Context: an optimization exercise on an open-source flow, tuned for small area, a short achievable clock period and few clock cycles. The choices shown serve that exercise and are no tape-out recipe. The RTL was checked by simulation tests, not by an equivalence proof against the original design.

==> flow/design.v (excerpt) <==
module helix_core (
    input  wire         clk,
    input  wire         rst,           
    input  wire         in_valid,
    output wire         in_ready,
    input  wire [1:0]   in_op,         
    input  wire         in_dir,        
    input  wire         in_xmv,        
    input  wire [255:0] in_key,        
    input  wire [5:0]   in_klen,       
    input  wire [127:0] in_nonce,      
    input  wire [127:0] in_mac,        
    input  wire [31:0]  in_data,       
    input  wire [1:0]   in_nbytes,     
    output reg          out_valid,
    output reg  [2:0]   out_status,    
    output reg  [31:0]  out_data,
    output wire [127:0] out_mac
);
Settings: LEC_CHECK=0, CAP_MARGIN=20, CORE_MARGIN=2, CORE_UTILIZATION=45, CTS_BUF_LIST=sky130_fd_sc_hd__clkbuf_4, PLACE_DENSITY=0.57, SLEW_MARGIN=20, TNS_END_PERCENT=0; clock period 20.0 ns.
standard.sh (not shown) runs the stock make flow with config.mk's settings and CLKGATE_MAP_FILE= SYNTH_SCRIPT=/design/flow/synth_recipe.tcl, a recipe that flattens the netlist after the stock synthesis.
==> flow/flow/run.sh <==
#!/bin/bash
# Standard ORFS layout (the standard.sh: standard synthesis, floorplan, placement, CTS,
# routing) with two changes: the resizer's timing repair gets a larger setup margin, so
# that it works on the paths well inside the 20 ns clock, and the port buffers that
# every input and output gets are buf_1 cells. The SDC and every other setting are
# the standard flow's and flow/config.mk's. make's full output goes to flow_make.log; ORFS keeps each
# step's log under orfs/logs/.
set -euo pipefail
bash standard.sh SETUP_SLACK_MARGIN=13 "BUFFER_PORTS_ARGS=-buffer_cell sky130_fd_sc_hd__buf_1" finish > flow_make.log 2>&1
Testbench counts at the start, summed over its fixed seeds: cycles 13,340.
Then changed:
--- a/flow/design.v
+++ b/flow/design.v
@@ -57,19 +57,18 @@
     localparam ST_VALID = 3'd1;
     localparam ST_STATE = 3'd2;
     localparam ST_AUTH  = 3'd3;
     localparam ST_ILL   = 3'd4;
     localparam S_IDLE  = 3'd0;    
     localparam S_DATA2 = 3'd1;    
     localparam S_KEYMIX = 3'd2;
     localparam S_PRIME = 3'd3;
     localparam S_MAC   = 3'd4;
-    localparam S_NONCE = 3'd5;    
     localparam [31:0] MAC_CONST = 32'h912d94f1;
     reg  [2:0]   state;
     reg          rdy;
     reg          h;            
     reg  [3:0]   cnt;          
     reg          active;       
     reg          fin;          
     reg          dir;
     reg          xmv;
@@ -85,19 +84,18 @@
     reg  [31:0]  xreg;         
     assign in_ready = rdy;
     assign out_mac  = mac;
     wire accept = in_valid & rdy;
     wire st_idle  = (state == S_IDLE);
     wire st_data2 = (state == S_DATA2);
     wire st_km    = (state == S_KEYMIX);
     wire st_prime = (state == S_PRIME);
     wire st_mac   = (state == S_MAC);
-    wire st_nonce = (state == S_NONCE);
     wire         second = st_data2 | ((st_prime | st_mac) & h);
     wire [31:0]  half_b = second ? xreg : (st_km ? 32'd0 : k[31:0]);
     wire [159:0] hout;
     helix_half u_half (
         .z_in (z),
         .a    (wreg),
         .b    (half_b),
         .z_out(hout)
     );
@@ -136,47 +134,48 @@
     wire acc_data  = accept & active & ((in_op == OP_WORD) |
                                         ((in_op == OP_FINISH) & (in_nbytes != 2'd0)));
     wire acc_fin0  = accept & active & (in_op == OP_FINISH) & (in_nbytes == 2'd0);
     wire acc_fin   = accept & active & (in_op == OP_FINISH);
     wire blk_end   = st_data2 | ((st_prime | st_mac) & h);
     wire km_last   = (cnt == 4'd7);
     wire tag_cap   = st_mac & h & (cnt >= 4'd7);
     wire mac_last  = st_mac & h & (cnt == 4'd10);
     wire tag_diff  = (mac[31:0] != hout[31:0]);
-    wire         km2    = st_km & h;
-    wire [127:0] xmask  = km2 ? k[255:128] :
-                          (st_data2 & fin) ? {96'd0, MAC_CONST} : 128'd0;
-    wire [127:0] hx     = hout[127:0] ^ xmask;
-    wire [159:0] z_half = {km2 ? {25'd0, 1'b1, klen} : hout[159:128], hx};
-    wire         k_lazy = (st_km & ~h & (cnt != 4'd0)) | st_nonce;
+    wire [127:0] t_new  = hout[127:0] ^ k[255:128];
+    wire [159:0] z_kmix = {25'd0, 1'b1, klen, t_new};
     wire [159:0] z_nonce = {k[127:96],
                             k[95:64] ^ n[127:96],
                             k[63:32] ^ n[95:64],
                             k[31:0]  ^ n[63:32],
-                            z[127:96] ^ n[31:0]};
-    wire         idle_data  = (in_op == OP_WORD) | ((in_op == OP_FINISH) & (in_nbytes != 2'd0));
-    wire         z_use_half = st_idle ? idle_data : ~st_nonce;
-    wire [159:0] z_other    = ~st_idle ? z_nonce :
-                              (in_op == OP_INIT) ? {25'd0, 1'b1, in_klen, key_masked[127:0]} :
-                              {z[159:32], z[31:0] ^ MAC_CONST};
+                            hout[127:96] ^ (k[255:224] ^ n[31:0])};
     always @(posedge clk) begin
         xreg <= x1;
         wreg <= st_idle ? (acc_data ? d_word : 32'd0) :
                 (st_mac & ~h) ? {30'd0, lw} : 32'd0;
-        if (st_idle ? (acc_init | acc_data | acc_fin0) : 1'b1)
-            z <= z_use_half ? z_half : z_other;
+        if (st_idle) begin
+            if (acc_init | acc_data | acc_fin0)
+                z <= (in_op == OP_INIT) ? {25'd0, 1'b1, in_klen, key_masked[127:0]} :
+                     (in_nbytes == 2'd0 && in_op == OP_FINISH) ? {z[159:32], z[31:0] ^ MAC_CONST} :
+                     hout;
+        end else if (st_km & h) begin
+            z <= km_last ? z_nonce : z_kmix;
+        end else if (st_data2 & fin) begin
+            z <= {hout[159:32], hout[31:0] ^ MAC_CONST};
+        end else begin
+            z <= hout;
+        end
         if (st_idle) begin
             if (acc_init) begin
                 k <= key_masked;
                 n <= in_nonce;
             end
-        end else if (k_lazy) begin
-            k <= {k[127:0], z[127:0]};
+        end else if (st_km & h) begin
+            k <= {k[127:0], t_new};
         end else if (blk_end) begin
             k <= {k[31:0], k[255:32]};
         end
         if (st_idle) begin
             if (acc_init)
                 ctr <= 32'd0;
         end else if (blk_end) begin
             ctr <= ctr + 32'd1;
         end
@@ -250,27 +249,23 @@
                     state <= S_IDLE;
                     rdy   <= 1'b1;
                 end
             end
             S_KEYMIX: begin
                 h <= ~h;
                 if (h) begin
                     if (km_last) begin
                         cnt   <= 4'd0;
-                        state <= S_NONCE;
+                        state <= S_PRIME;
                     end else begin
                         cnt   <= cnt + 4'd1;
                     end
                 end
-            end
-            S_NONCE: begin
-                h     <= 1'b0;
-                state <= S_PRIME;
             end
             S_PRIME: begin
                 h <= ~h;
                 if (h) begin
                     cnt <= cnt + 4'd1;
                     if (cnt == 4'd7) begin
                         active    <= 1'b1;
                         out_valid <= 1'b1;
                         state     <= S_IDLE;
What happened:
- Now the flow finished but failed the layout checks on max-capacitance violations, max-slew violations
- register-to-register slack got worse by 490 ps
- final area is higher slightly
- via count is higher by a little under a tenth
- global-route usage is higher by 4.5 points
- sequential share of layout area is lower by 0.54 points
- die area is higher slightly
Testbench counts after the change, summed over its fixed seeds: cycles 13,212.

[static timing again, ports no longer ideal]
In the flow no input, the clock included, has a driving cell. The finished layouts below were timed again as built, in two steps. Step 1 (the two cells are an assumption about what drives the block):
set clk [get_ports {clk}]
set_driving_cell -lib_cell sky130_fd_sc_hd__clkbuf_16 $clk
set_driving_cell -lib_cell sky130_fd_sc_hd__buf_2 [delete_from_list [all_inputs] $clk]
Step 2 times the ports against the registers' clock, not the clock port: input delays grow and output delays shrink by t, the midpoint of the rising clock arrivals with the driver on. Three values: ideal, step 1, step 2; two values: the first two.
| run | t (ns) | slack for setup (ns) | slew at the worst register clock pin (ns) |
|---|---|---|---|
| the first run | 1.287 | 12.663 / 12.657 / 11.370 | 0.08 / 0.08 |
| the second run | 1.389 | 12.199 / 12.199 / 10.836 | 0.09 / 0.09 |
For the second run, which loses most, drivers alone change the setup slack by 0.000 ns; drivers and shift together by -1.363 ns.
